From an optimization exercise on the open Yosys and OpenROAD flow, aimed at small area, a short achievable clock period and few clock cycles per item; shortcuts taken in it are not production practice.
Function was checked by simulation only, so behaviour that the tests miss may differ from the original.
Power figures rest on the tool's default switching activity, not on a simulated workload.

### design/flow/design.v
module ptouch_rast (
    input  wire        clk,
    input  wire        rst,         
    input  wire [1:0]  cfg_fmt,     
    input  wire [9:0]  cfg_wd,      
    input  wire [9:0]  cfg_pd,      
    input  wire [9:0]  cfg_tp,      
    input  wire [9:0]  cfg_rm,      
    input  wire        in_valid,
    output wire        in_ready,
    input  wire [31:0] in_pix,      
    output wire        out_valid,
    input  wire        out_ready,
    output wire [7:0]  out_data,
    output wire        out_last
);
    localparam integer DEPTH = 4;           
    localparam integer CAP   = DEPTH + 1;   
    reg fgray, pd_nz;
    always @(posedge clk) begin
        fgray <= (cfg_fmt == 2'd0);
        pd_nz <= (cfg_pd != 10'd0);
    end
    reg        rst_q;
    always @(posedge clk) rst_q <= rst;
    reg        in_ready_r;
    reg  [9:0] A, B;
    reg  [8:0] C;
    reg  [2:0] iph;       
    reg        fb;        
    reg        cs;        
    wire fire = in_valid && in_ready_r;
    wire [10:0] ab   = {1'b0, A} - {1'b0, B} - 11'd2;
    wire row_pre     = !ab[10];
    wire row_band    = !row_pre && (B != 10'd0);
    wire row_last    = !row_pre && ((C == 9'd0 && A == 10'd1) || (C == 9'd1 && A == 10'd0));
    wire row_lb      = row_band && (B == 10'd1);
    wire row_sb      = row_band && (fb || iph == 3'd0);    
    wire       row_postc = !row_pre && !row_band && (C != 9'd0);
    wire [1:0] a_dec     = row_pre ? 2'd2 : {1'b0, !row_postc};
    wire [8:0] c_inc     = row_pre ? 9'd1 : {9{row_postc}};
    wire [9:0] A_n   = row_last ? cfg_wd      : A - {8'd0, a_dec};
    wire [9:0] B_n   = row_last ? cfg_pd      : B - {9'd0, row_band};
    wire [8:0] C_n   = row_last ? 9'd0        : C + c_inc;
    wire [2:0] iph_n = row_last ? cfg_rm[2:0] : iph + {2'd0, row_band};
    wire       fb_n  = row_last || (fb && !row_band);
    always @(posedge clk) begin
        if (rst_q) begin
            A <= cfg_wd; B <= cfg_pd; C <= 9'd0; iph <= cfg_rm[2:0]; fb <= 1'b1;
            cs <= 1'b1;
        end else if (fire) begin
            A <= A_n; B <= B_n; C <= C_n; iph <= iph_n; fb <= fb_n;
            cs <= row_last;
        end
    end
    wire       a_one = (cfg_fmt != 2'd2);
    wire       a_lo  = !in_pix[7];
    wire [6:0] a6_in = a_one ? 7'h7f : (a_lo ? 7'd0 : in_pix[6:0]);
    reg [23:0] p0;        
    reg [6:0]  a60;       
    reg        v0, lb0;
    always @(posedge clk) begin
        p0  <= in_pix[31:8];
        a60 <= a6_in;
        v0  <= !rst_q && fire && row_band;
        lb0 <= row_lb;
    end
    wire [9:0] m1 = {3'b001, a60};
    wire [9:0] m2 = {2'b01, a60, 1'b0};
    wire [8:0] t30 = {2'd0, a60} + {1'd0, a60, 1'b0};     
    wire [9:0] m3 = {1'b0, t30} + 10'd384;
    function [9:0] msel(input [1:0] d);
        msel = (d == 2'd0) ? 10'd0 : (d == 2'd1) ? m1 : (d == 2'd2) ? m2 : m3;
    endfunction
    function [15:0] mul(input [7:0] c);
        mul = {6'd0, msel(c[1:0])} + {4'd0, msel(c[3:2]), 2'd0}
            + {2'd0, msel(c[5:4]), 4'd0} + {msel(c[7:6]), 6'd0};
    endfunction
    wire [15:0] xr = mul(p0[23:16]);
    wire [15:0] xg = mul(p0[15:8]);
    wire [15:0] xb = mul(p0[7:0]);
    wire [8:0] er  = {1'b0, xr[15:8]} + {1'b0, xr[7:0]} + 9'd1;
    wire [8:0] eg  = {1'b0, xg[15:8]} + {1'b0, xg[7:0]} + 9'd1;
    wire [8:0] eb  = {1'b0, xb[15:8]} + {1'b0, xb[7:0]} + 9'd1;
    reg  [7:0] hr1, hg1, hb1;
    reg  [2:0] e1;
    reg  [6:0] a61;
    reg        gb1, v1, lb1;
    always @(posedge clk) begin
        hr1 <= xr[15:8];
        hg1 <= xg[15:8];
        hb1 <= xb[15:8];
        e1  <= {er[8], eg[8], eb[8]};
        a61 <= a60;
        gb1 <= (p0[23:16] < 8'd127);
        v1  <= !rst_q && v0;
        lb1 <= lb0;
    end
    wire [10:0] d  = {3'd0, hr1} + {3'd0, hg1} + {3'd0, hb1}
                   + {10'd0, e1[2]} + {10'd0, e1[1]} + {10'd0, e1[0]}
                   - {4'd0, a61} - {3'd0, a61, 1'b0};
    wire       pbit = fgray ? gb1 : d[10];
    reg  [2:0] ph;        
    reg  [7:0] sh;
    reg        pushq, pushl;    
    wire       push;
    wire [7:0] bitv = {7'd0, pbit} << (3'd7 - ph);
    always @(posedge clk) begin
        if (rst_q) begin
            ph    <= cfg_rm[2:0];
            sh    <= 8'd0;
            pushq <= 1'b0;
            pushl <= 1'b0;
        end else begin
            if (push) pushq <= 1'b0;
            if (v1) begin
                sh    <= pushq ? bitv : (sh | bitv);
                pushq <= (ph == 3'd7) || lb1;
                pushl <= lb1;
                ph    <= lb1 ? cfg_rm[2:0] : ph + 3'd1;
            end else if (push) begin
                sh <= 8'd0;
            end
        end
    end
    reg [8:0] fm [0:DEPTH-1];
    reg [1:0] wp, rp;
    reg [2:0] fcnt;
    wire      fne  = (fcnt != 3'd0);
    assign    push = pushq && (fcnt != DEPTH);
    wire [8:0] head = fm[rp];
    always @(posedge clk) begin
        if (push) fm[wp] <= {pushl, sh};
    end
    reg       ov, ol;     
    reg       sv, sl;     
    reg [7:0] sb;
    reg [7:0] ob;
    reg [6:0] L, T;       
    reg       bdone;      
    reg [1:0] pend;       
    reg [2:0] nb;         
    assign out_valid = ov;
    assign out_data  = ob;
    assign out_last  = ol;
    assign in_ready  = in_ready_r;
    wire l_nz      = (L != 7'd0);
    wire t_one     = (T == 7'd1);
    wire emit_zero = l_nz || !pd_nz || bdone;
    wire go0       = (pend != 2'd0) && (emit_zero || fne);    
    wire ld        = !sv;                                      
    wire go        = go0 && ld;
    wire hold      = ov && !out_ready;                         
    wire [7:0] nbyte = emit_zero ? 8'd0 : head[7:0];
    wire pop       = go && !emit_zero;
    wire line_end  = go && (T == 7'd1);
    wire pop1  = go0 && !emit_zero;              
    wire lend1 = go0 && (T == 7'd1);             
    wire [2:0] fcnt_0 = fcnt + {2'd0, push};
    wire [2:0] fcnt_1 = fcnt + {2'd0, push} - {2'd0, pop1};
    wire [1:0] pend_00 = pend;
    wire [1:0] pend_01 = pend - {1'b0, lend1};
    wire [1:0] pend_10 = pend + {1'b0, cs};
    wire [1:0] pend_11 = pend + {1'b0, cs} - {1'b0, lend1};
    wire [2:0] nb_00 = nb;
    wire [2:0] nb_01 = nb - {2'd0, pop1};
    wire [2:0] nb_10 = nb + {2'd0, row_sb};
    wire [2:0] nb_11 = nb + {2'd0, row_sb} - {2'd0, pop1};
    wire [2:0] nb_f1   = ld ? nb_11 : nb_10;
    wire [2:0] nb_f0   = ld ? nb_01 : nb_00;
    wire [1:0] pend_f1 = ld ? pend_11 : pend_10;
    wire [1:0] pend_f0 = ld ? pend_01 : pend_00;
    wire ir_f1 = !(nb_f1 == CAP && (iph_n == 3'd0 || fb_n)) && !(row_last && pend_f1 == 2'd2);
    wire ir_f0 = !(nb_f0 == CAP && (iph == 3'd0 || fb))     && !(cs && pend_f0 == 2'd2);
    wire ir_n  = fire ? ir_f1 : ir_f0;
    always @(posedge clk) begin
        if (rst_q) begin
            L     <= cfg_rm[9:3];
            T     <= cfg_tp[9:3];
            bdone <= 1'b0;
            pend  <= 2'd0;
            nb    <= 3'd0;
            wp    <= 2'd0;
            rp    <= 2'd0;
            fcnt  <= 3'd0;
        end else begin
            if (go) begin
                L     <= t_one ? cfg_rm[9:3] : L - {6'd0, l_nz};
                T     <= t_one ? cfg_tp[9:3] : T - 7'd1;
                bdone <= !t_one && (bdone || (!emit_zero && head[8]));
            end
            if (push) wp <= wp + 2'd1;
            if (pop)  rp <= rp + 2'd1;
            fcnt <= ld ? fcnt_1 : fcnt_0;
            pend <= fire ? pend_f1 : pend_f0;
            nb   <= fire ? nb_f1 : nb_f0;
        end
    end
    always @(posedge clk) begin
        if (rst || rst_q) begin
            ov         <= 1'b0;
            sv         <= 1'b0;
            in_ready_r <= !rst;
        end else begin
            ov         <= hold || sv || go;
            sv         <= sv ? hold : (go && hold);
            in_ready_r <= ir_n;
        end
        if (!hold) begin
            ob <= sv ? sb : nbyte;
            ol <= sv ? sl : t_one;
        end
        if (!sv) begin
            sb <= nbyte;
            sl <= t_one;
        end
    end
endmodule
### design/flow/flow/run.sh
#!/bin/bash
# The standard layout (bash standard.sh, standard synthesis unchanged) with
# two placement/CTS choices passed through ORFS's own variables:
#  - port buffers: plain buf_1 cells instead of the delay cells that
#    buffer_ports picks by default;
#  - clock tree: larger sink clusters and no dummy loads.
# make's full output goes to standard.log; ORFS's per-step logs stay under orfs/logs.
set -euo pipefail
export BUFFER_PORTS_ARGS="-buffer_cell sky130_fd_sc_hd__buf_1"
export CTS_ARGS="-sink_clustering_enable -repair_clock_nets -dont_use_dummy_load -sink_clustering_size 14 -sink_clustering_max_diameter 100 -buf_list sky130_fd_sc_hd__clkbuf_8"
bash standard.sh > standard.log 2>&1
### design/flow/standard.sh
#!/bin/bash
# synth_recipe.tcl (not shown) runs the flow's synth.tcl, then flattens the netlist and writes it again
# the make line also repeats each setting of config.mk as NAME=value (left out here)
make -C /OpenROAD-flow-scripts/flow DESIGN_CONFIG=/design/flow/config.mk WORK_HOME=/design/flow/orfs CLKGATE_MAP_FILE= SYNTH_SCRIPT=/design/flow/synth_recipe.tcl "${@:-finish}"
### design/flow/config.mk
export PLATFORM = sky130hd
export DESIGN_NAME = ptouch_rast
export DESIGN_NICKNAME = ptouch_rast
export VERILOG_FILES = /design/flow/design.v
export SDC_FILE = /design/flow/constraint.sdc
export NUM_CORES = 4
export LEC_CHECK = 0
export CAP_MARGIN = 20
export CORE_MARGIN = 2
export CORE_UTILIZATION = 40
export SLEW_MARGIN = 60
### design/flow/constraint.sdc
create_clock -name core_clock -period 28.0 [get_ports {clk}]
set_input_delay 5.6000 -clock core_clock [delete_from_list [all_inputs] [get_ports {clk}]]
set_output_delay 5.6000 -clock core_clock [all_outputs]
set_load 0.01 [all_outputs]
==> impl_metrics.json, run 1 <==
{
  "synth_most_common_cell": "ha_1",
  "relSlewSlack": 0.618,
  "drv.max_cap_violation_count": 0,
  "grt_start_max_net_pins": 32,
  "avgRoutedWirePerCell_um": 16.2,
  "pwr-share-clk": 0.127,
  "htree_depth": 1,
  "post-cts-setup-buffers": 0,
  "yosysTopAreaCell": "edfxtp_1",
  "worstHoldPathType": "reg2reg",
  "diodes": 0,
  "final_min_period_over_clock_period": 0.240,
  "place.port_buffers": 85,
  "worst_skew_pair.late_latency_ns": 0.54,
  "critPathCaptureType": "output pin",
  "ys_seq_elements": 206,
  "synthesis.area_per_instance_sq_um": 9.97,
  "gate_count_of_the_mapped_netlist": 1471,
  "nFillCells": 3504,
  "die_x_um": 196,
  "final_layout_size_suffix_gt1_frac": 0.0850,
  "dp.final_hpwl_mm": 23.8,
  "placeableCoreArea_sq_um": 36300,
  "power.switching_fraction": 0.414,
  "cts-resized-gates": 0,
  "cts_buffers": 19,
  "flow.area_growth_from_synthesis_pct": 7.22,
  "hold_ws_ns": 0.365,
  "fmaxAchievable_mhz": 149,
  "final-setup-viol-count": 0,
  "effective_utilization_at_floorplan": 0.404,
  "setup.worst_path.class": "reg2out",
  "commonest_cells_post_synth": "ha_1 (167), nand2_1 (129), dfxtp_1 (121), inv_1 (112), a21oi_1 (95)",
  "totalWireLength_mm": 32.2,
  "final.min_clock_period_ns": 6.73,
  "cts_hold_buf": 0,
  "wire_length_of_the_first_global_routing_pass_mm": 53.3,
  "top_cell_type_s_share_of_synthesized_area": 0.174,
  "synth.area.top_cells": "edfxtp_1 (17%), dfxtp_1 (17%), ha_1 (14%)",
  "worst-endpoint-arrival_ns": 1.13,
  "gr-usage-all-layers": 0.171,
  "num-nets-final": 1829,
  "worstPathMaxFanout": 3,
  "ys_dominant_reg_cell": "dfxtp_1",
  "cp_slowest_stage_delay_ns": 0.38,
  "design.portCount": 89,
  "syn-cell-area_sq_um": 14700,
  "drc_errors": 0,
  "rsz0062_at_grt": "no",
  "gp_congestion": 0.830,
  "drtAntennaViolNets": 0,
  "finalMaxSlewViolations": 0,
  "final_design_area_no_fill_sq_um": 15700,
  "critical_path.slowest_cell": "dfxtp_1",
  "critical-path-top-delay-family": "flip-flops",
  "maximum_ir_drop_on_the_vdd_rail_v": 0.0000428,
  "die_h_um": 196,
  "synth_sequential_area_ratio": 0.339,
  "grt_pass1_vias": 10600,
  "finish.cell_count_without_fillers": 1985,
  "setup.worst_path.start_class": "register",
  "power_report.internal_total_w": 0.000719,
  "ys_async_sr_fraction": 0,
  "cts-root-to-sink-buffers": 3,
  "row_count": 70,
  "seqPwrFrac": 0.317,
  "placed_area_sq_um": 15400,
  "switchingPower_w": 0.000508,
  "final-hold-violation-count": 0,
  "place.detailed.instances": 1965,
  "root_buffer": "clkbuf_8",
  "path_buf_inv": 1,
  "cts.sinks": 206,
  "design.die.area_sq_um": 38200,
  "crit_chain": "buf_1",
  "result_of_the_run": "no timing/DRC/antenna violations",
  "clock_skew_ns": 0.0421,
  "tritoncts": "built",
  "share_comb_of_total_power": 0.555,
  "synth-edff-count": 85,
  "clock_transition_time_at_the_flip_flop_clock_pins_of_the_worst_setup_and_hold_paths_ns": 0.09,
  "initialDrtViolationCount": 627,
  "grt.overflow.total": 0,
  "power-per-cell-area_nw_per_um2": 78.0,
  "required_ns": 22.40,
  "fin_setup_tns_ns": 0,
  "drt-vias-per-instance": 5.42,
  "synthDistinctLibCells": 67,
  "p_total_w": 0.00123,
  "ys_warn_count": 1,
  "drt-pass1-iter-count": 5,
  "synthesis.nets": 1781,
  "tightest_slew_ns": 0.572,
  "antenna_found_initial": 0,
  "total_leakage_power_nw": 6.70,
  "num_vias": 10800
}
-- cells by family (layout without fill, tap and decap cells) --
logic type / count (synthesis) / after routing / share of synthesized area
compound gates: 352 / 352 / 0.159
simple gates: 343 / 343 / 0.111
fa+ha+maj: 232 / 232 / 0.231
flops: 206 / 206 / 0.339
buf+inv: 191 / 237 / 0.0506
xor+xnor: 80 / 80 / 0.0490
mux: 67 / 67 / 0.0601
-- final timing paths --
kind	startpoint	end	slack, ns	cells past startpoint
setup / recovery	in_ready_r	in_ready	21.27	1
setup reg to reg	a60[0]	e1[1]	21.57	25
hold / removal	lb0	lb1	0.36	0
hold reg to reg	lb0	lb1	0.36	0
-- layout by cell type (no fill, tap or decap), types with 20 or more instances in the layout --
cell type / netlist / final
a21oi_1: 95 / 95
nor3_1: 20 / 20
inv_1: 112 / 111
nor2_1: 75 / 72
edfxtp_1: 85 / 85
ha_1: 167 / 167
fa_1: 65 / 65
xnor2_1: 46 / 44
a22o_1: 53 / 53
nand2_1: 129 / 127
o21ai_0: 66 / 64
xor2_1: 33 / 33
a21o_1: 23 / 23
buf_1: 4 / 85
dfxtp_1: 121 / 116
mux2_2: 46 / 46
-- per-layer routing --
metal | track usage | part of all wire | vias to the layer above
met5 | 0 | 0 | -
met4 | 0.0481 | 0.024 | 0
met3 | 0.0221 | 0.038 | 49
met2 | 0.296 | 0.48 | 200
met1 | 0.223 | 0.46 | 5168
li1 | - | - | 5347
-- cell type report --
cell class	count	area, sq um	share of cell area
clock buffers	19	262	0.0166
inverters	112	423	0.0269
multi-input cells	1074	9010	0.573
flip-flops and latches	206	4980	0.317
well taps	468	586	0.0372
repair buffers	106	467	0.0297
-- sequential cells by signal (all words and copies together) (netlist names), 7 cells and up, named ones only --
name  flops
fm       36
hr1       8
L         7
sb        8
T         7
hb1       8
ob        8
a61       7
A        10
C         9
a60       7
p0       24
sh        8
hg1       8
B        10
-- metrics by stage --
step | setup WS (ns) | util
after floorplan | 21.05 | -
after global placement | 20.50 | 0.423
after detailed placement | 20.92 | 0.425
after CTS | 21.22 | 0.432
after global routing | 21.12 | 0.433
final | 21.27 | 0.433
-- power by group through the flow --
| stage | Clock [W] | Sequential (W) | Combinational, W |
|---|---|---|---|
| floorplan | 0 | 0.000381 | 0.000521 |
| global placement | 0 | 0.000396 | 0.000662 |
| detailed placement | 0 | 0.000397 | 0.000680 |
| CTS | 0.000164 | 0.000390 | 0.000685 |
| global route | 0.000172 | 0.000394 | 0.000787 |
| finish | 0.000156 | 0.000389 | 0.000681 |
Testbench counts, summed over its fixed seeds: cycles 307,095, items 303,778.
==> run 2, diff against run 1 <==
==> design/flow/flow/run.sh (replaced) <==
#!/bin/bash
# The standard layout (bash standard.sh, standard synthesis unchanged) with
# two placement/CTS choices passed through ORFS's own variables:
#  - port buffers: plain buf_1 cells instead of the delay cells that
#    buffer_ports picks by default;
#  - before the placement resizer, flow/outdrive.tcl gives the flip-flops
#    that drive output ports the next drive strength;
#  - clock tree: larger sink clusters and no dummy loads.
# make's full output goes to standard.log; ORFS's per-step logs stay under orfs/logs.
set -euo pipefail
export BUFFER_PORTS_ARGS="-buffer_cell sky130_fd_sc_hd__buf_1"
export PRE_RESIZE_TCL="$PWD/flow/outdrive.tcl"
export CTS_ARGS="-sink_clustering_enable -repair_clock_nets -dont_use_dummy_load -sink_clustering_size 14 -sink_clustering_max_diameter 100 -buf_list sky130_fd_sc_hd__clkbuf_8"
bash standard.sh > standard.log 2>&1
==> design/flow/flow/outdrive.tcl (new file) <==
# Before the placement resizer: the flip-flops that drive output ports (through
# their port buffers) get the next drive strength of the same cell.
set n_up 0
foreach port [all_outputs] {
  set pnet [get_nets -quiet [get_full_name $port]]
  if {[llength $pnet] != 1} { continue }
  foreach bpin [get_pins -quiet -of_objects $pnet -filter "direction==output"] {
    set buf [get_cells -of_objects $bpin]
    foreach ipin [get_pins -quiet -of_objects $buf -filter "direction==input"] {
      set inet [get_nets -quiet -of_objects $ipin]
      foreach dpin [get_pins -quiet -of_objects $inet -filter "direction==output"] {
        set inst [get_cells -of_objects $dpin]
        set master [get_property $inst ref_name]
        if {[regexp {^(sky130_fd_sc_hd__dfxtp)_1$} $master -> base]} {
          replace_cell $inst [get_lib_cells ${base}_2]
          incr n_up
        }
      }
    }
  }
}
puts "outdrive.tcl: upsized $n_up output flip-flops"
==> run 2 against run 1 <==
Net effect: global-route usage is essentially flat; area after synthesis unchanged; core utilization barely moved; via count increased by 0.12%; clock-buffer cell count did not move; highest routed layer unchanged.
==> impl_metrics.json, run 2 <==
{
  "finish.utilization": 0.433,
  "clock_transition_time_at_the_flip_flop_clock_pins_of_the_worst_setup_and_hold_paths_ns": 0.10,
  "setup.worst_path.class": "reg2out",
  "flow.area_growth_from_synthesis_pct": 7.27,
  "cp_slowest_stage_delay_ns": 0.36,
  "setup.worst_path.start_class": "register",
  "placeableCoreArea_sq_um": 36300,
  "cts-resized-gates": 0,
  "effective_utilization_at_floorplan": 0.404,
  "worst_skew_pair.late_latency_ns": 0.55,
  "synth_sequential_area_ratio": 0.339,
  "final_min_period_over_clock_period": 0.239,
  "dp.final_hpwl_mm": 23.8,
  "hold_ws_ns": 0.367,
  "synth_most_common_cell": "ha_1",
  "path_buf_inv": 1,
  "power-per-cell-area_nw_per_um2": 77.9,
  "worst-endpoint-arrival_ns": 1.09,
  "totalWireLength_mm": 32.2,
  "ys_dominant_reg_cell": "dfxtp_1",
  "finish.cell_count_without_fillers": 1985,
  "drtAntennaViolNets": 0,
  "drt-pass1-iter-count": 5,
  "finalMaxSlewViolations": 0,
  "commonest_cells_post_synth": "ha_1 (167), nand2_1 (129), dfxtp_1 (121), inv_1 (112), a21oi_1 (95)",
  "drv.max_cap_violation_count": 0,
  "grt_start_max_net_pins": 32,
  "synth-edff-count": 85,
  "place.port_buffers": 85,
  "critical_path.slowest_cell": "dfxtp_2",
  "result_of_the_run": "no timing/DRC/antenna violations",
  "final_layout_size_suffix_gt1_frac": 0.0864,
  "yosys.area_share.xor_xnor": 0.0490,
  "die_h_um": 196,
  "drt-vias-per-instance": 5.43,
  "crit_chain": "buf_1",
  "timing.final.ws_setup_ns": 21.31,
  "place.detailed.instances": 1965,
  "design.die.area_sq_um": 38200,
  "syn-cell-area_sq_um": 14700,
  "critPathCaptureType": "output pin",
  "mostFrequentLayoutCells": "ha_1 (167), nand2_1 (127), dfxtp_1 (114)",
  "synth_simple_gate_area_frac": 0.111,
  "avgRoutedWirePerCell_um": 16.2,
  "largest_reg_flops": 36,
  "final.min_clock_period_ns": 6.69,
  "design.portCount": 89,
  "antenna_found_initial": 0,
  "gr-usage-all-layers": 0.171,
  "num-nets-final": 1829,
  "multiplexer_fraction_of_the_synthesized_cell_area": 0.0601,
  "regMostFlops": "fm",
  "drc_errors": 0,
  "die_x_um": 196,
  "total_leakage_power_nw": 6.71,
  "tritoncts": "built",
  "maximum_ir_drop_on_the_vdd_rail_v": 0.0000375,
  "synthesis.nets": 1781,
  "cts_hold_buf": 0,
  "top_cell_type_s_share_of_synthesized_area": 0.174,
  "ys_seq_elements": 206,
  "post-cts-setup-buffers": 0,
  "wire_length_of_the_first_global_routing_pass_mm": 53.6,
  "gp_congestion": 0.830,
  "cts-root-to-sink-buffers": 3,
  "htree_depth": 1,
  "synthesis.area_per_instance_sq_um": 9.97,
  "clock_skew_ns": 0.0492,
  "nFillCells": 3511,
  "worstPathMaxFanout": 3,
  "gate_count_of_the_mapped_netlist": 1471,
  "fin_setup_tns_ns": 0,
  "required_ns": 22.40,
  "synth.area.top_cells": "edfxtp_1 (17%), dfxtp_1 (17%), ha_1 (14%)",
  "root_buffer": "clkbuf_8",
  "final-hold-violation-count": 0,
  "synth_top_family_by_area": "adder cells",
  "initialDrtViolationCount": 545,
  "row_count": 70,
  "cts.sinks": 206,
  "grt.overflow.total": 0,
  "yosysTopAreaCell": "edfxtp_1",
  "ys_warn_count": 1,
  "largest_registers": "fm: 36 flops, p0: 24 flops",
  "grt_pass1_vias": 10700,
  "ys_async_sr_fraction": 0,
  "mostFrequentLayoutCell": "ha_1",
  "dpl_worst_slack_ns": 20.92,
  "final-setup-viol-count": 0,
  "diodes": 0,
  "rsz0062_at_grt": "no",
  "synthDistinctLibCells": 67,
  "num_vias": 10800,
  "synth-compound-area-share": 0.159,
  "synth-adder-area-share": 0.231,
  "worstHoldPathType": "reg2reg",
  "relSlewSlack": 0.600,
  "cts_buffers": 19,
  "critical-path-top-delay-family": "flip-flops",
  "fmaxAchievable_mhz": 149,
  "tightest_slew_ns": 0.599
}
[run 2: cells by family after synthesis]
logic type	count (synthesis)
adder cells (fa/ha/maj)	232
multiplexers	67
buffers and inverters	191
flip-flops	206
AO/OA/AOI/OAI	352
AND/OR/NAND/NOR	343
XOR/XNOR	80
[run 2: path summary, 6_finish.rpt]
| path | end | cells past startpoint | slack [ns] | startpoint |
|---|---|---|---|---|
| worst min-delay path | lb1 | 0 | 0.37 | lb0 |
| worst max-delay path | in_ready | 1 | 21.31 | in_ready_r |
| worst max register to register | e1[1] | 25 | 21.56 | a60[1] |
| worst min register to register | lb1 | 0 | 0.37 | lb0 |
[run 2: layer usage]
metal | part of all wire | up-vias | track usage
li1 | - | 5337 | -
met1 | 0.46 | 5203 | 0.223
met2 | 0.48 | 186 | 0.297
met3 | 0.036 | 51 | 0.0231
met4 | 0.023 | 0 | 0.0466
met5 | 0 | - | 0
[run 2: final cells by class]
type                       count  area, sq um  area share
clock buffer                  19          262      0.0166
inverter                     112          423      0.0269
multi-input combinational   1074         9010       0.573
sequential                   206         4980       0.317
tap                          468          586      0.0372
timing repair buffer         106          467      0.0297
[run 2: per-stage QoR]
| step | power [W] | area (sq um) |
|---|---|---|
| after floorplan | 0.000902 | 14700 |
| after global placement | 0.00106 | 15400 |
| after detailed placement | 0.00107 | 15400 |
| after CTS | 0.00124 | 15700 |
| after global routing | 0.00136 | 15700 |
| final | 0.00123 | 15700 |
[run 2: power breakdown]
group          internal [W]  switching [W]
registers          0.000356      0.0000330
logic              0.000301       0.000379
clock network     0.0000608      0.0000958
total              0.000718       0.000508
==> run 3, diff against run 2 <==
--- a/design/flow/flow/run.sh
+++ b/design/flow/flow/run.sh
@@ -3,8 +3,8 @@
 # two placement/CTS choices passed through ORFS's own variables:
 #  - port buffers: plain buf_1 cells instead of the delay cells that
 #    buffer_ports picks by default;
-#  - before the placement resizer, flow/outdrive.tcl gives the flip-flops
-#    that drive output ports the next drive strength;
+#  - before the placement resizer, flow/outdrive.tcl gives the output
+#    ports' buffers and the flip-flops that drive them the next drive strength;
 #  - clock tree: larger sink clusters and no dummy loads.
 # make's full output goes to standard.log; ORFS's per-step logs stay under orfs/logs.
 set -euo pipefail
--- a/design/flow/flow/outdrive.tcl
+++ b/design/flow/flow/outdrive.tcl
@@ -1,11 +1,14 @@
-# Before the placement resizer: the flip-flops that drive output ports (through
-# their port buffers) get the next drive strength of the same cell.
+# Before the placement resizer: the output ports' buffers and the flip-flops
+# that drive them get the next drive strength of the same cell.
 set n_up 0
 foreach port [all_outputs] {
   set pnet [get_nets -quiet [get_full_name $port]]
   if {[llength $pnet] != 1} { continue }
   foreach bpin [get_pins -quiet -of_objects $pnet -filter "direction==output"] {
     set buf [get_cells -of_objects $bpin]
+    if {[get_property $buf ref_name] eq "sky130_fd_sc_hd__buf_1"} {
+      replace_cell $buf [get_lib_cells sky130_fd_sc_hd__buf_2]
+    }
     foreach ipin [get_pins -quiet -of_objects $buf -filter "direction==input"] {
       set inet [get_nets -quiet -of_objects $ipin]
       foreach dpin [get_pins -quiet -of_objects $inet -filter "direction==output"] {
--- a/design/flow/config.mk
+++ b/design/flow/config.mk
@@ -8,4 +8,4 @@
 export CAP_MARGIN = 20
 export CORE_MARGIN = 2
 export CORE_UTILIZATION = 40
-export SLEW_MARGIN = 60
+export SLEW_MARGIN = 45
==> run 3 against run 2 <==
Net effect: non-clock buffer count fell by 2; critical path type unchanged; highest routed layer unchanged; core utilization down 0.17 points; power down 0.21%; global-route usage about the same; via count fell by 0.59%; hold slack gained 0.0062 ns; still clean on timing, DRC and antenna.
==> impl_metrics.json, run 3 <==
{
  "result_of_the_run": "no timing/DRC/antenna violations",
  "min_to": "lb1",
  "mostFrequentLayoutCell": "ha_1",
  "ys_async_sr_fraction": 0,
  "critPathCaptureType": "output pin",
  "avgRoutedWirePerCell_um": 16.3,
  "worstPathMaxFanout": 1,
  "drtAntennaViolNets": 0,
  "final-hold-violation-count": 0,
  "htree_depth": 1,
  "effective_utilization_at_floorplan": 0.404,
  "drt-pass1-iter-count": 5,
  "worst_reg2reg_path_endpoint": "e1[1]",
  "rsz0062_at_grt": "no",
  "grtUsageMet3": 0.0259,
  "fmaxAchievable_mhz": 150,
  "timing.hold.worst_path_depth": 0,
  "regToRegStartpoint": "a60[1]",
  "grt_start_max_net_pins": 32,
  "maximum_ir_drop_on_the_vdd_rail_v": 0.0000386,
  "cp_slowest_stage_delay_ns": 0.37,
  "power_report.internal_total_w": 0.000714,
  "clock_skew_ns": 0.0530,
  "ys_warn_count": 1,
  "num-nets-final": 1827,
  "grt_pass1_vias": 10600,
  "initialDrtViolationCount": 627,
  "cts_hold_buf": 0,
  "largest_registers": "fm: 36 flops, p0: 24 flops",
  "gate_count_of_the_mapped_netlist": 1471,
  "setup.worst_path.start_class": "register",
  "dp.final_hpwl_mm": 23.7,
  "diodes": 0,
  "totalWireLength_mm": 32.3,
  "flow.area_growth_from_synthesis_pct": 6.86,
  "cts-resized-gates": 0,
  "path_buf_inv": 1,
  "ys_dominant_reg_cell": "dfxtp_1",
  "regToRegSetupSlack_ns": 21.47,
  "relSlewSlack": 0.495,
  "total_leakage_power_nw": 6.73,
  "required_ns": 22.40,
  "gr-usage-all-layers": 0.171,
  "grt.overflow.total": 0,
  "wire_length_of_the_first_global_routing_pass_mm": 53.5,
  "cts-root-to-sink-buffers": 3,
  "synth-edff-count": 85,
  "top_cell_type_s_share_of_synthesized_area": 0.174,
  "synthDistinctLibCells": 67,
  "cts.sinks": 206,
  "synthesis.nets": 1781,
  "commonest_cells_post_synth": "ha_1 (167), nand2_1 (129), dfxtp_1 (121), inv_1 (112), a21oi_1 (95)",
  "synth_most_common_cell": "ha_1",
  "power.switching_fraction": 0.416,
  "drv.max_cap_violation_count": 0,
  "place.port_buffers": 85,
  "ff2ff_path_depth": 25,
  "post-cts-setup-buffers": 0,
  "finalMaxSlewViolations": 0,
  "design.die.area_sq_um": 38200,
  "min-delay-start": "lb0",
  "gp_congestion": 0.830,
  "final.min_clock_period_ns": 6.66,
  "critical-path-top-delay-family": "flip-flops",
  "nFillCells": 3518,
  "worstHoldPathType": "reg2reg",
  "synthesis.area_per_instance_sq_um": 9.97,
  "worst-endpoint-arrival_ns": 1.06,
  "final-setup-viol-count": 0,
  "synth.area.top_cells": "edfxtp_1 (17%), dfxtp_1 (17%), ha_1 (14%)",
  "pwr-share-clk": 0.130,
  "tritoncts": "built",
  "num_vias": 10700,
  "worst_skew_pair.late_latency_ns": 0.55,
  "yosysTopAreaCell": "edfxtp_1",
  "placeableCoreArea_sq_um": 36300,
  "synth_sequential_area_ratio": 0.339,
  "hold_ws_ns": 0.373,
  "cts_buffers": 19,
  "mostFrequentLayoutCells": "ha_1 (167), nand2_1 (128), dfxtp_1 (119)",
  "design.portCount": 89,
  "regMostFlops": "fm",
  "die_h_um": 196,
  "final_min_period_over_clock_period": 0.238,
  "drt-vias-per-instance": 5.40,
  "drc_errors": 0,
  "crit_chain": "buf_2",
  "setup.worst_path.class": "reg2out",
  "seqPwrFrac": 0.318,
  "final_layout_size_suffix_gt1_frac": 0.0792,
  "ys_seq_elements": 206,
  "root_buffer": "clkbuf_8",
  "share_comb_of_total_power": 0.552,
  "die_x_um": 196,
  "fin_setup_tns_ns": 0,
  "seqCellArea_sq_um": 4980,
  "grt_util_met2": 0.300,
  "row_count": 70,
  "clock_transition_time_at_the_flip_flop_clock_pins_of_the_worst_setup_and_hold_paths_ns": 0.10,
  "syn-cell-area_sq_um": 14700,
  "switchingPower_w": 0.000509,
  "power-per-cell-area_nw_per_um2": 78.1,
  "grt.busiest_layer": "met2",
  "multi_input_area_sq_um": 8950,
  "tightest_slew_ns": 0.756,
  "antenna_found_initial": 0,
  "grt.met1_usage": 0.223,
  "critical_path.slowest_cell": "edfxtp_1",
  "largest_reg_flops": 36
}
run 3: cell counts after synthesis:
No cell type changed its count.
run 3: metal layers:
| layer | wire (um) | vias up | part of all wire |
|---|---|---|---|
| met2 | 15500 | 241 | 0.48 |
| met5 | 0 | - | 0 |
| met4 | 483 | 0 | 0.015 |
| li1 | - | 5329 | - |
| met3 | 1580 | 33 | 0.049 |
| met1 | 14700 | 5110 | 0.46 |
run 3: worst max-delay path by stage:
stage	endpoint	slack [ns]	cells after the start	from
2_1_floorplan	A[0]	21.05	4	in_valid
3_3_place_gp	A[5]	20.50	4	in_valid
3_5_place_dp	A[5]	20.84	4	in_valid
4_1_cts	out_data[5]	21.30	1	ob[5]
5_1_grt	e1[0]	20.98	26	a60[1]
6_report	out_data[5]	21.34	1	ob[5]
run 3: area by class of cell:
| cell class | count | share of cell area |
|---|---|---|
| multi-input cells | 1074 | 0.571 |
| repair buffers | 104 | 0.0303 |
| clock buffers | 19 | 0.0167 |
| well taps | 468 | 0.0374 |
| flip-flops and latches | 206 | 0.318 |
| inverters | 112 | 0.0268 |
run 3: power groups by stage:
stage               registers [W]  clock network (W)  logic (W)
finish                   0.000389           0.000159   0.000676
global route             0.000394           0.000176   0.000782
CTS                      0.000390           0.000166   0.000684
detailed placement       0.000397                  0   0.000678
global placement         0.000396                  0   0.000662
floorplan                0.000381                  0   0.000521
run 3: cells by family after synthesis:
logic type	synth area share
flops	0.339
compound gates	0.159
fa+ha+maj	0.231
simple gates	0.111
mux	0.0601
buf+inv	0.0506
xor+xnor	0.0490
run 3: stage by stage:
step | cell area (sq um) | total power, W | std cells | setup slack (ns) | util
2_1_floorplan | 14700 | 0.000902 | 1471 | 21.05 | -
3_3_place_gp | 15400 | 0.00106 | 1962 | 20.50 | 0.423
3_5_place_dp | 15400 | 0.00108 | 1964 | 20.84 | 0.424
4_1_cts | 15700 | 0.00124 | 1983 | 21.30 | 0.431
5_1_grt | 15700 | 0.00135 | 1983 | 20.98 | 0.431
6_report | 15700 | 0.00122 | 1983 | 21.34 | 0.431
==> run 4, diff against run 3 <==
--- a/design/flow/config.mk
+++ b/design/flow/config.mk
@@ -8,4 +8,4 @@
 export CAP_MARGIN = 20
 export CORE_MARGIN = 2
 export CORE_UTILIZATION = 40
-export SLEW_MARGIN = 45
+export SLEW_MARGIN = 75
==> run 4 against run 3 <==
Net effect: clock skew shrank 0.010 ns; synthesized cell count is the same; hold slack lost 0.022 ns; critical path type unchanged; highest routed layer unchanged; cell count grew 0.61%; sequential share of layout area shrank 0.48 points; core utilization grew 1.0 points; largest power group unchanged; area after synthesis is the same.
==> impl_metrics.json, run 4 <==
{
  "grt_pass1_vias": 10700,
  "avgRoutedWirePerCell_um": 16.1,
  "gr-usage-all-layers": 0.170,
  "power.switching_fraction": 0.416,
  "ys_seq_elements": 206,
  "nFillCells": 3471,
  "switchingPower_w": 0.000520,
  "critPathCaptureType": "output pin",
  "final-hold-violation-count": 0,
  "commonest_cells_post_synth": "ha_1 (167), nand2_1 (129), dfxtp_1 (121), inv_1 (112), a21oi_1 (95)",
  "ff2ff_path_depth": 25,
  "drt-pass1-iter-count": 5,
  "largest_reg_flops": 36,
  "cts-resized-gates": 0,
  "dp.final_hpwl_mm": 23.9,
  "result_of_the_run": "no timing/DRC/antenna violations",
  "yosys.area_share.xor_xnor": 0.0490,
  "seqPwrFrac": 0.312,
  "hold_ws_ns": 0.351,
  "synth_simple_gate_area_frac": 0.111,
  "tritoncts": "built",
  "syn-cell-area_sq_um": 14700,
  "worstHoldPathType": "reg2reg",
  "required_ns": 22.40,
  "htree_depth": 1,
  "power-per-cell-area_nw_per_um2": 78.0,
  "min_to": "lb1",
  "final.min_clock_period_ns": 6.67,
  "share_comb_of_total_power": 0.563,
  "regToRegStartpoint": "a60[2]",
  "initialDrtViolationCount": 525,
  "ys_async_sr_fraction": 0,
  "tightest_slew_ns": 0.344,
  "ys_dominant_reg_cell": "dfxtp_1",
  "relSlewSlack": 0.765,
  "final_design_area_no_fill_sq_um": 16000,
  "effective_utilization_at_floorplan": 0.404,
  "maximum_ir_drop_on_the_vdd_rail_v": 0.0000377,
  "min-delay-start": "lb0",
  "mostFrequentLayoutCells": "ha_1 (166), nand2_1 (126), inv_1 (110)",
  "top_cell_type_s_share_of_synthesized_area": 0.174,
  "synth.area.top_cells": "edfxtp_1 (17%), dfxtp_1 (17%), ha_1 (14%)",
  "cts.sinks": 206,
  "wire_length_of_the_first_global_routing_pass_mm": 53.4,
  "synth-edff-count": 85,
  "final-setup-viol-count": 0,
  "gp_congestion": 0.830,
  "post-cts-setup-buffers": 0,
  "fin_setup_tns_ns": 0,
  "multiplexer_fraction_of_the_synthesized_cell_area": 0.0601,
  "clock_skew_ns": 0.0429,
  "worst-endpoint-arrival_ns": 1.07,
  "synthesis.nets": 1781,
  "synth-adder-area-share": 0.231,
  "gate_count_of_the_mapped_netlist": 1471,
  "crit_chain": "buf_2",
  "synth_top_family_by_area": "adder cells",
  "synthDistinctLibCells": 67,
  "final_min_period_over_clock_period": 0.238,
  "path_buf_inv": 1,
  "setup.worst_path.start_class": "register",
  "worstPathMaxFanout": 3,
  "synth_most_common_cell": "ha_1",
  "final_layout_size_suffix_gt1_frac": 0.134,
  "drt-vias-per-instance": 5.40,
  "totalWireLength_mm": 32.2,
  "drc_errors": 0,
  "mostFrequentLayoutCell": "ha_1",
  "placeableCoreArea_sq_um": 36300,
  "critical-path-top-delay-family": "flip-flops",
  "cts_buffers": 19,
  "synthesis.area_per_instance_sq_um": 9.97,
  "drtAntennaViolNets": 0,
  "cp_slowest_stage_delay_ns": 0.37,
  "design.portCount": 89,
  "die_x_um": 196,
  "setup.worst_path.class": "reg2out",
  "flow.area_growth_from_synthesis_pct": 9.37,
  "rsz0062_at_grt": "no",
  "regMostFlops": "fm",
  "cts-root-to-sink-buffers": 3,
  "diodes": 0,
  "finalMaxSlewViolations": 0,
  "largest_registers": "fm: 36 flops, p0: 24 flops",
  "antenna_found_initial": 0,
  "cts_hold_buf": 0,
  "num-nets-final": 1839,
  "power_report.internal_total_w": 0.000731,
  "worst_skew_pair.late_latency_ns": 0.56,
  "critical_path.slowest_cell": "dfxtp_2",
  "yosysTopAreaCell": "edfxtp_1",
  "total_leakage_power_nw": 6.85,
  "pwr-share-clk": 0.125,
  "timing.hold.worst_path_depth": 0,
  "grt_start_max_net_pins": 32,
  "row_count": 70,
  "clock_transition_time_at_the_flip_flop_clock_pins_of_the_worst_setup_and_hold_paths_ns": 0.09,
  "placed_area_sq_um": 15700,
  "place.port_buffers": 85,
  "design.die.area_sq_um": 38200,
  "regToRegSetupSlack_ns": 21.62,
  "num_vias": 10800,
  "ys_warn_count": 1,
  "synth-compound-area-share": 0.159,
  "worst_reg2reg_path_endpoint": "e1[1]",
  "die_h_um": 196,
  "fmaxAchievable_mhz": 150,
  "grt.overflow.total": 0,
  "synth_sequential_area_ratio": 0.339,
  "drv.max_cap_violation_count": 0,
  "root_buffer": "clkbuf_8"
}
==> run 4: logic make-up (layout without fill, tap and decap cells) <==
group           after synthesis  in the layout
compound gates              352            352
simple gates                343            343
fa+ha+maj                   232            232
flops                       206            206
buf+inv                     191            247
xor+xnor                     80             80
mux                          67             67
==> run 4: power groups by stage <==
stage                     Sequential, W  Clock [W]  Combinational (W)
after CTS                      0.000391   0.000164           0.000699
after detailed placement       0.000397          0           0.000695
final                          0.000390   0.000156           0.000705
after floorplan                0.000381          0           0.000521
after global routing           0.000396   0.000174           0.000814
after global placement         0.000396          0           0.000662
==> run 4: how the worst max path moves through the flow <==
stage / start / endpoint / cells after the start
global placement: in_valid / A[5] / 4
finish: in_ready_r / in_ready / 1
floorplan: in_valid / A[0] / 4
detailed placement: in_valid / A[5] / 4
CTS: ob[5] / out_data[5] / 1
global route: a60[2] / e1[1] / 25
==> run 4: final cells by class <==
type	instances	area, sq um	area share
timing repair buffer	116	523	0.0326
sequential	206	5020	0.313
inverter	112	423	0.0264
clock buffer	19	262	0.0163
tap	468	586	0.0365
multi-input combinational	1074	9230	0.576
==> run 4: through the flow <==
step                      setup WS, ns   util  power, W  instances
final                            21.33  0.441   0.00125       1995
after global routing             21.18  0.441   0.00138       1995
after CTS                        21.30  0.438   0.00125       1993
after detailed placement         21.05  0.431   0.00109       1974
after global placement           20.50  0.423   0.00106       1962
after floorplan                  21.05      -  0.000902       1471
==> run 4: per-layer routing <==
| metal | vias to the layer above | global-route usage | routed length, um |
|---|---|---|---|
| met5 | - | 0 | 0 |
| met4 | 0 | 0.0413 | 591 |
| met3 | 41 | 0.0238 | 1330 |
| met2 | 194 | 0.298 | 15500 |
| met1 | 5179 | 0.222 | 14800 |
| li1 | 5354 | - | - |
==> run 5, diff against run 4 <==
--- a/design/flow/config.mk
+++ b/design/flow/config.mk
@@ -8,4 +8,5 @@
 export CAP_MARGIN = 20
 export CORE_MARGIN = 2
 export CORE_UTILIZATION = 40
-export SLEW_MARGIN = 75
+export GPL_TIMING_DRIVEN = 0
+export SLEW_MARGIN = 60
==> run 5 against run 4 <==
Net effect: critical path depth increased by 23; synthesized cell count stayed put; sequential share of layout area about the same; clock power increased by 5%; flip-flop and latch count is the same; still clean on timing, DRC and antenna; combinational power decreased by 2%; final area decreased by 0.66%; die area is the same; largest cell class unchanged.
==> impl_metrics.json, run 5 <==
{
  "result_of_the_run": "no timing/DRC/antenna violations",
  "tightest_slew_ns": 0.588,
  "synth.area.top_cells": "edfxtp_1 (17%), dfxtp_1 (17%), ha_1 (14%)",
  "diodes": 0,
  "avgRoutedWirePerCell_um": 17.3,
  "tritoncts": "built",
  "synthesis.area_per_instance_sq_um": 9.97,
  "dp.final_hpwl_mm": 27.3,
  "power.switching_fraction": 0.418,
  "gp_congestion": 0.895,
  "final-setup-viol-count": 0,
  "min_to": "lb1",
  "finalMaxSlewViolations": 0,
  "largest_reg_flops": 36,
  "mostFrequentLayoutCells": "ha_1 (167), nand2_1 (129), dfxtp_1 (119)",
  "ys_warn_count": 1,
  "cts-root-to-sink-buffers": 3,
  "initialDrtViolationCount": 660,
  "clock_skew_ns": 0.0569,
  "effective_utilization_at_floorplan": 0.404,
  "timing.hold.worst_path_depth": 0,
  "final-hold-violation-count": 0,
  "placeableCoreArea_sq_um": 36300,
  "syn-cell-area_sq_um": 14700,
  "rsz0062_at_grt": "no",
  "drv.max_cap_violation_count": 0,
  "regMostFlops": "fm",
  "ys_async_sr_fraction": 0,
  "hold_ws_ns": 0.336,
  "root_buffer": "clkbuf_8",
  "yosysTopAreaCell": "edfxtp_1",
  "relSlewSlack": 0.608,
  "worst-endpoint-arrival_ns": 7.88,
  "antenna_found_initial": 1,
  "row_count": 70,
  "min-delay-start": "lb0",
  "cts_hold_buf": 0,
  "worstPathMaxFanout": 10,
  "share_comb_of_total_power": 0.555,
  "critPathCaptureType": "register",
  "design.die.area_sq_um": 38200,
  "cts_buffers": 20,
  "design.portCount": 89,
  "cts-resized-gates": 0,
  "worstHoldPathType": "reg2reg",
  "critPathLaunch": "a60[6]",
  "required_ns": 28.43,
  "top_cell_type_s_share_of_synthesized_area": 0.174,
  "drt-vias-per-instance": 5.47,
  "gate_count_of_the_mapped_netlist": 1471,
  "drt-pass1-iter-count": 5,
  "total_leakage_power_nw": 6.82,
  "cts.sinks": 206,
  "power-per-cell-area_nw_per_um2": 77.8,
  "p_total_w": 0.00124,
  "ys_seq_elements": 206,
  "synthesis.nets": 1781,
  "num_vias": 11200,
  "num-nets-final": 1890,
  "post-cts-setup-buffers": 0,
  "maximum_ir_drop_on_the_vdd_rail_v": 0.0000346,
  "mostFrequentLayoutCell": "ha_1",
  "synthDistinctLibCells": 67,
  "nFillCells": 3518,
  "place.port_buffers": 85,
  "worst_reg2reg_path_endpoint": "e1[1]",
  "synth-edff-count": 85,
  "gr-usage-all-layers": 0.186,
  "synth_sequential_area_ratio": 0.339,
  "final_layout_size_suffix_gt1_frac": 0.0830,
  "commonest_cells_post_synth": "ha_1 (167), nand2_1 (129), dfxtp_1 (121), inv_1 (112), a21oi_1 (95)",
  "clock_transition_time_at_the_flip_flop_clock_pins_of_the_worst_setup_and_hold_paths_ns": 0.09,
  "setup.worst_path.start_class": "register",
  "die_h_um": 196,
  "grt_pass1_vias": 11000,
  "final_min_period_over_clock_period": 0.266,
  "totalWireLength_mm": 35.4,
  "regToRegStartpoint": "a60[6]",
  "largest_registers": "fm: 36 flops, p0: 24 flops",
  "flow.area_growth_from_synthesis_pct": 8.65,
  "setup.worst_path.class": "reg2reg",
  "power_report.internal_total_w": 0.000721,
  "wire_length_of_the_first_global_routing_pass_mm": 57.1,
  "htree_depth": 1,
  "worst_skew_pair.late_latency_ns": 0.56,
  "grt_start_max_net_pins": 26,
  "final.min_clock_period_ns": 7.45,
  "drtAntennaViolNets": 0,
  "fmaxAchievable_mhz": 134,
  "fin_setup_tns_ns": 0,
  "grt.overflow.total": 0,
  "die_x_um": 196,
  "seqPwrFrac": 0.312,
  "synth_most_common_cell": "ha_1",
  "drc_errors": 0,
  "switchingPower_w": 0.000518,
  "ff2ff_path_depth": 24,
  "ys_dominant_reg_cell": "dfxtp_1",
  "regToRegSetupSlack_ns": 20.55,
  "pwr-share-clk": 0.132
}
## run 5: cell counts after synthesis
Identical to the previous run, type by type.
## run 5: cell families after synthesis
logic type,after synthesis,share of synthesized area
AOI/OAI and AO/OA,352,0.159
and+or+nand+nor,343,0.111
adders and majority gates,232,0.231
DFF,206,0.339
buffers and inverters,191,0.0506
xor gates and xnor gates,80,0.0490
muxes,67,0.0601
## run 5: critical path, cell delays in order, from the launching register on
cell and delay (ns):
dfxtp_1 0.49, clkbuf_1 0.43, clkbuf_1 0.52, inv_1 0.34, ha_1 0.44, o21ai_1 0.49, clkbuf_1 0.51, nand2_1 0.11
a32o_1 0.24, fa_1 0.53, inv_1 0.05, fa_1 0.54, inv_1 0.04, ha_1 0.33, a21oi_1 0.21, o21bai_1 0.09
a21oi_1 0.20, o21ai_0 0.20, or4_1 0.43, nand3_1 0.15, ha_1 0.26, a21oi_1 0.17, inv_1 0.06, a211o_1 0.27
a31o_2 0.23
## run 5: power groups by stage
stage	registers (W)	logic, W	clock network [W]
after floorplan	0.000381	0.000521	0
after global placement	0.000394	0.000668	0
after detailed placement	0.000395	0.000688	0
after CTS	0.000388	0.000694	0.000172
after global routing	0.000391	0.000793	0.000182
final	0.000387	0.000689	0.000164
## run 5: how the worst max path moves through the flow
stage | endpoint | slack [ns]
3_5_place_dp | e1[1] | 20.62
5_1_grt | e1[1] | 20.16
4_1_cts | e1[1] | 20.55
6_report | e1[1] | 20.55
3_3_place_gp | e1[1] | 20.35
2_1_floorplan | A[0] | 21.05
## run 5: through the flow
| stage | area, sq um | util | worst slack [ns] | instances |
|---|---|---|---|---|
| after floorplan | 14700 | - | 21.05 | 1471 |
| after global placement | 15600 | 0.428 | 20.35 | 2024 |
| after detailed placement | 15600 | 0.430 | 20.62 | 2026 |
| after CTS | 15900 | 0.438 | 20.55 | 2046 |
| after global routing | 15900 | 0.438 | 20.16 | 2046 |
| final | 15900 | 0.438 | 20.55 | 2046 |
## run 5: metal layers
| layer | global-route usage | wire, um |
|---|---|---|
| met1 | 0.244 | 15900 |
| met2 | 0.315 | 16500 |
| met3 | 0.0257 | 1830 |
| met4 | 0.0614 | 1090 |
| met5 | 0 | 13 |
## run 5: area by class of cell
cell class,instances,area [sq um],share of cell area
Buffer,79,342,0.0214
Clock buffer,20,275,0.0173
Inverter,112,422,0.0265
Multi-Input combinational cell,1074,8990,0.564
Sequential cell,206,4980,0.312
Tap cell,468,586,0.0367
Timing Repair Buffer,87,349,0.0219
==> run 6, diff against run 5 <==
--- a/design/flow/config.mk
+++ b/design/flow/config.mk
@@ -8,5 +8,5 @@
 export CAP_MARGIN = 20
 export CORE_MARGIN = 2
 export CORE_UTILIZATION = 40
-export GPL_TIMING_DRIVEN = 0
+export PLACE_DENSITY = 0.75
 export SLEW_MARGIN = 60
==> run 6 against run 5 <==
Net effect: final area shrank 1.4%; still clean on timing, DRC and antenna; core utilization shrank 0.62 points; via count shrank 3.3%.
==> impl_metrics.json, run 6 <==
{
  "worstHoldPathType": "reg2reg",
  "cts-resized-gates": 0,
  "pwr-share-clk": 0.130,
  "avgRoutedWirePerCell_um": 16.2,
  "dpl_worst_slack_ns": 20.87,
  "synth_most_common_cell": "ha_1",
  "initialDrtViolationCount": 721,
  "power.switching_fraction": 0.409,
  "grt.overflow.total": 0,
  "clock_skew_ns": 0.0307,
  "largest_reg_flops": 36,
  "tritoncts": "built",
  "design.die.area_sq_um": 38200,
  "regMostFlops": "fm",
  "timing.final.ws_setup_ns": 21.22,
  "dp.final_hpwl_mm": 23.7,
  "crit_chain": "buf_1, and2_1, nor2_1, clkinv_2",
  "drt-vias-per-instance": 5.45,
  "largest_registers": "fm: 36 flops, p0: 24 flops",
  "effective_utilization_at_floorplan": 0.404,
  "num_vias": 10800,
  "wire_length_of_the_first_global_routing_pass_mm": 53.9,
  "setup.worst_path.start_class": "input port",
  "grt_pass1_vias": 11000,
  "synthesis.nets": 1781,
  "drv.max_cap_violation_count": 0,
  "die_h_um": 196,
  "top_cell_type_s_share_of_synthesized_area": 0.174,
  "gate_count_of_the_mapped_netlist": 1471,
  "setup.worst_path.class": "in2reg",
  "fin_setup_tns_ns": 0,
  "result_of_the_run": "no timing/DRC/antenna violations",
  "worst_skew_pair.late_latency_ns": 0.55,
  "nFillCells": 3414,
  "seqPwrFrac": 0.319,
  "gp_congestion": 0.904,
  "final-setup-viol-count": 0,
  "grt_start_max_net_pins": 33,
  "share_comb_of_total_power": 0.552,
  "synth.area.top_cells": "edfxtp_1 (17%), dfxtp_1 (17%), ha_1 (14%)",
  "drc_errors": 0,
  "root_buffer": "clkbuf_8",
  "required_ns": 28.13,
  "ys_async_sr_fraction": 0,
  "mostFrequentLayoutCell": "ha_1",
  "totalWireLength_mm": 32.1,
  "final_layout_size_suffix_gt1_frac": 0.0891,
  "critical_path.slowest_cell": "clkinv_2",
  "ys_seq_elements": 206,
  "tightest_slew_ns": 0.563,
  "drt-pass1-iter-count": 5,
  "design.portCount": 89,
  "rsz0062_at_grt": "no",
  "clock_transition_time_at_the_flip_flop_clock_pins_of_the_worst_setup_and_hold_paths_ns": 0.09,
  "die_x_um": 196,
  "cp_slowest_stage_delay_ns": 0.52,
  "flow.area_growth_from_synthesis_pct": 7.12,
  "total_leakage_power_nw": 6.74,
  "cts-root-to-sink-buffers": 3,
  "final.min_clock_period_ns": 6.78,
  "syn-cell-area_sq_um": 14700,
  "p_total_w": 0.00121,
  "power_report.internal_total_w": 0.000718,
  "switchingPower_w": 0.000496,
  "maximum_ir_drop_on_the_vdd_rail_v": 0.0000406,
  "num-nets-final": 1828,
  "critPathCaptureType": "register",
  "mostFrequentLayoutCells": "ha_1 (167), nand2_1 (127), dfxtp_1 (113)",
  "antenna_found_initial": 0,
  "cts.sinks": 206,
  "finalMaxSlewViolations": 0,
  "relSlewSlack": 0.623,
  "cts_buffers": 19,
  "drtAntennaViolNets": 0,
  "synth-edff-count": 85,
  "worst-endpoint-arrival_ns": 6.91,
  "final_min_period_over_clock_period": 0.242,
  "diodes": 0,
  "commonest_cells_post_synth": "ha_1 (167), nand2_1 (129), dfxtp_1 (121), inv_1 (112), a21oi_1 (95)",
  "place.port_buffers": 85,
  "cts_hold_buf": 0,
  "row_count": 70,
  "post-cts-setup-buffers": 0,
  "synthDistinctLibCells": 67,
  "gr-usage-all-layers": 0.170,
  "htree_depth": 1,
  "power-per-cell-area_nw_per_um2": 77.3,
  "ys_dominant_reg_cell": "dfxtp_1",
  "synth_sequential_area_ratio": 0.339,
  "yosysTopAreaCell": "edfxtp_1",
  "ys_warn_count": 1,
  "placeableCoreArea_sq_um": 36300,
  "final-hold-violation-count": 0,
  "fmaxAchievable_mhz": 147,
  "synthesis.area_per_instance_sq_um": 9.97,
  "worstPathMaxFanout": 25
}
run 6: cell families (layout without fill, tap and decap cells):
family / after synthesis / after routing / share of synthesized area
buffers and inverters: 191 / 236 / 0.0506
multiplexers: 67 / 67 / 0.0601
AND/OR/NAND/NOR: 343 / 343 / 0.111
adder cells (fa/ha/maj): 232 / 232 / 0.231
flip-flops: 206 / 206 / 0.339
XOR/XNOR: 80 / 80 / 0.0490
AO/OA/AOI/OAI: 352 / 352 / 0.159
run 6: worst max-delay path, delay by kind of cell:
family	cells	cell delay (ns)
and+or+nand+nor	2	0.70
buffers and inverters	2	0.61
run 6: power by group through the flow:
| stage | Clock, W | Combinational [W] | Sequential [W] |
|---|---|---|---|
| CTS | 0.000164 | 0.000676 | 0.000387 |
| global route | 0.000175 | 0.000782 | 0.000392 |
| global placement | 0 | 0.000636 | 0.000393 |
| detailed placement | 0 | 0.000669 | 0.000394 |
| finish | 0.000158 | 0.000670 | 0.000387 |
| floorplan | 0 | 0.000521 | 0.000381 |
run 6: final cells by class:
type	count	area, sq um	share of cell area
clock buffers	19	262	0.0166
repair buffers	105	478	0.0304
well taps	468	586	0.0373
flip-flops and latches	206	4980	0.317
multi-input cells	1074	8980	0.572
inverters	112	422	0.0268
run 6: final timing paths:
check,from,to,slack [ns],cells after the start
setup / recovery,in_valid,A[7],21.22,4
hold / removal,lb0,lb1,0.33,0
setup reg to reg,a60[2],e1[1],21.64,25
hold reg to reg,lb0,lb1,0.33,0
run 6: layer usage:
metal | global-route usage | routed length [um] | up-vias
met1 | 0.215 | 13800 | 5096
met4 | 0.0571 | 890 | 0
met3 | 0.0268 | 1870 | 60
met5 | 0 | 0 | -
met2 | 0.296 | 15500 | 338
li1 | - | - | 5322
run 6: per-stage QoR:
stage	std cells	instance area, sq um	hold WS [ns]	util
2_1_floorplan	1471	14700	0.310	-
3_3_place_gp	1963	15400	0.318	0.423
3_5_place_dp	1965	15400	0.318	0.424
4_1_cts	1984	15700	0.339	0.432
5_1_grt	1984	15700	0.342	0.432
6_report	1984	15700	0.334	0.432
==> run 7, diff against run 6 <==
--- a/design/flow/config.mk
+++ b/design/flow/config.mk
@@ -8,5 +8,4 @@
 export CAP_MARGIN = 20
 export CORE_MARGIN = 2
 export CORE_UTILIZATION = 40
-export PLACE_DENSITY = 0.75
 export SLEW_MARGIN = 60
==> run 7 against run 6 <==
Net effect: global-route usage up 0.10 points; critical path depth down 3; hold slack better by 0.029 ns; register-to-register slack worse by 0.09 ns; power up 1.0%; die area unchanged; largest power group unchanged; highest routed layer unchanged.
==> impl_metrics.json, run 7 <==
{
  "result_of_the_run": "no timing/DRC/antenna violations",
  "critPathCaptureType": "output pin",
  "final-setup-viol-count": 0,
  "clock_transition_time_at_the_flip_flop_clock_pins_of_the_worst_setup_and_hold_paths_ns": 0.09,
  "drv.max_cap_violation_count": 0,
  "critPathLaunch": "ob[5]",
  "top_cell_type_s_share_of_synthesized_area": 0.174,
  "cts-root-to-sink-buffers": 3,
  "effective_utilization_at_floorplan": 0.404,
  "path_buf_inv": 1,
  "drt-vias-per-instance": 5.41,
  "final-hold-violation-count": 0,
  "final_min_period_over_clock_period": 0.238,
  "root_buffer": "clkbuf_8",
  "post-cts-setup-buffers": 0,
  "setup.worst_path.class": "reg2out",
  "clock_skew_ns": 0.0474,
  "row_count": 70,
  "antenna_found_initial": 1,
  "drtAntennaViolNets": 0,
  "maximum_ir_drop_on_the_vdd_rail_v": 0.0000397,
  "num_vias": 10700,
  "tightest_slew_ns": 0.553,
  "yosysTopAreaCell": "edfxtp_1",
  "regMostFlops": "fm",
  "relSlewSlack": 0.630,
  "drt-pass1-iter-count": 6,
  "gr-usage-all-layers": 0.171,
  "power-per-cell-area_nw_per_um2": 78.0,
  "grt.overflow.total": 0,
  "cts_buffers": 19,
  "cts_hold_buf": 0,
  "critical-path-top-delay-family": "flip-flops",
  "largest_reg_flops": 36,
  "regToRegStartpoint": "a60[1]",
  "fmaxAchievable_mhz": 150,
  "worstPathMaxFanout": 1,
  "place.port_buffers": 85,
  "mostFrequentLayoutCell": "ha_1",
  "grt_pass1_vias": 10700,
  "crit_chain": "buf_2",
  "ys_async_sr_fraction": 0,
  "cp_slowest_stage_delay_ns": 0.37,
  "mostFrequentLayoutCells": "ha_1 (167), nand2_1 (127), dfxtp_1 (114)",
  "design.die.area_sq_um": 38200,
  "avgRoutedWirePerCell_um": 16.2,
  "critical_path.slowest_cell": "edfxtp_1",
  "required_ns": 22.40,
  "gate_count_of_the_mapped_netlist": 1471,
  "design.portCount": 89,
  "flow.area_growth_from_synthesis_pct": 7.33,
  "synthDistinctLibCells": 67,
  "setup.worst_path.start_class": "register",
  "synth_most_common_cell": "ha_1",
  "placeableCoreArea_sq_um": 36300,
  "ys_dominant_reg_cell": "dfxtp_1",
  "fin_setup_tns_ns": 0,
  "die_x_um": 196,
  "die_h_um": 196,
  "cts.sinks": 206,
  "total_leakage_power_nw": 6.75,
  "synthesis.nets": 1781,
  "rsz0062_at_grt": "no",
  "final.min_clock_period_ns": 6.66,
  "synth-edff-count": 85,
  "dp.final_hpwl_mm": 23.8,
  "worst_skew_pair.late_latency_ns": 0.55,
  "finalMaxSlewViolations": 0,
  "worstHoldPathType": "reg2reg",
  "wire_length_of_the_first_global_routing_pass_mm": 53.5,
  "drc_errors": 0,
  "gp_congestion": 0.830,
  "largest_registers": "fm: 36 flops, p0: 24 flops",
  "grt_start_max_net_pins": 32,
  "htree_depth": 1,
  "regToRegSetupSlack_ns": 21.55,
  "commonest_cells_post_synth": "ha_1 (167), nand2_1 (129), dfxtp_1 (121), inv_1 (112), a21oi_1 (95)",
  "nFillCells": 3510,
  "ys_seq_elements": 206,
  "synthesis.area_per_instance_sq_um": 9.97,
  "worst-endpoint-arrival_ns": 1.06,
  "ys_warn_count": 1,
  "synth.area.top_cells": "edfxtp_1 (17%), dfxtp_1 (17%), ha_1 (14%)",
  "finish.cell_count_without_fillers": 1986,
  "syn-cell-area_sq_um": 14700,
  "synth_sequential_area_ratio": 0.339,
  "initialDrtViolationCount": 540,
  "final_layout_size_suffix_gt1_frac": 0.0929,
  "min-delay-start": "lb0",
  "tritoncts": "built",
  "cts-resized-gates": 0,
  "totalWireLength_mm": 32.2,
  "place.detailed.instances": 1965,
  "num-nets-final": 1829
}
run 7: cell count changes in the layout (fill, tap and decap cells not counted), moves of 2 or more:
cell,delta
o21ai_1,-2
xnor2_1,-2
and3_2,+2
and3_1,-2
xnor2_2,+2
run 7: cell type report:
class | instances | area, sq um | area share
diodes | 1 | 2.50 | 0.000159
repair buffers | 106 | 480 | 0.0305
multi-input cells | 1074 | 9010 | 0.572
clock buffers | 19 | 262 | 0.0166
inverters | 112 | 423 | 0.0269
flip-flops and latches | 206 | 4980 | 0.317
well taps | 468 | 586 | 0.0372
run 7: metal layers:
metal / part of all wire / global-route usage / vias to the layer above / wire (um)
met1: 0.46 / 0.225 / 5158 / 14900
met5: 0 / 0 / - / 0
met2: 0.48 / 0.297 / 196 / 15400
met3: 0.036 / 0.0218 / 51 / 1160
met4: 0.025 / 0.0475 / 0 / 805
li1: - / - / 5340 / -
run 7: logic make-up (layout without fill, tap and decap cells):
| group | Yosys count | in the layout | synth area share |
|---|---|---|---|
| AO/OA/AOI/OAI | 352 | 352 | 0.159 |
| XOR/XNOR | 80 | 80 | 0.0490 |
| adder cells (fa/ha/maj) | 232 | 232 | 0.231 |
| buffers and inverters | 191 | 237 | 0.0506 |
| flip-flops | 206 | 206 | 0.339 |
| multiplexers | 67 | 67 | 0.0601 |
| other | 0 | 1 | 0 |
| AND/OR/NAND/NOR | 343 | 343 | 0.111 |
run 7: final timing paths:
kind	end	depth (start not counted)
hold reg to reg	lb1	0
hold / removal	lb1	0
setup reg to reg	e1[1]	25
setup / recovery	out_data[5]	1
run 7: where the power goes:
group          switching [W]  internal [W]  total (W)
clock network      0.0000964     0.0000608   0.000157
logic               0.000379      0.000301   0.000681
registers          0.0000331      0.000356   0.000389
run 7: stage by stage:
stage	utilization	setup WS [ns]	cell area, sq um	total power [W]	hold slack (ns)
floorplan	-	21.05	14700	0.000902	0.310
global route	0.433	21.06	15700	0.00136	0.379
finish	0.433	21.34	15700	0.00123	0.363
global placement	0.423	20.50	15400	0.00106	0.346
CTS	0.432	21.30	15700	0.00124	0.363
detailed placement	0.425	20.91	15500	0.00107	0.345

## what the ideal ports hide
Ports are ideal in the flow. The routed layouts listed here were re-timed in OpenROAD. Step 1 sets driving cells, clkbuf_16 on the clock port and buf_2 on the other inputs (assumed; they add their load-dependent delay and slew). Step 2 times the ports against the registers' clock, not the clock port: input delays grow and output delays shrink by t, the midpoint of the rising clock arrivals with the driver on. Slacks: ideal ports / drivers / drivers and shift; pairs: ideal ports / drivers.
run | shift t [ns] | setup WS [ns] | clock arrival spread, ns
run 1 | 0.574 | 21.269 / 21.222 / 20.984 | 0.059 / 0.059
run 2 | 0.570 | 21.308 / 21.262 / 20.966 | 0.055 / 0.056
run 3 | 0.575 | 21.341 / 21.295 / 20.894 | 0.056 / 0.056
run 4 | 0.581 | 21.334 / 21.289 / 21.160 | 0.044 / 0.044
run 5 | 0.592 | 20.551 / 20.551 / 20.506 | 0.072 / 0.072
run 6 | 0.574 | 21.216 / 21.217 / 20.644 | 0.037 / 0.037
run 7 | 0.574 | 21.344 / 21.295 / 20.971 | 0.054 / 0.053
After both steps every run listed still meets setup and hold. The setup slack of run 6, which loses most, moves by +0.001 ns with the drivers and by -0.572 ns with both steps.
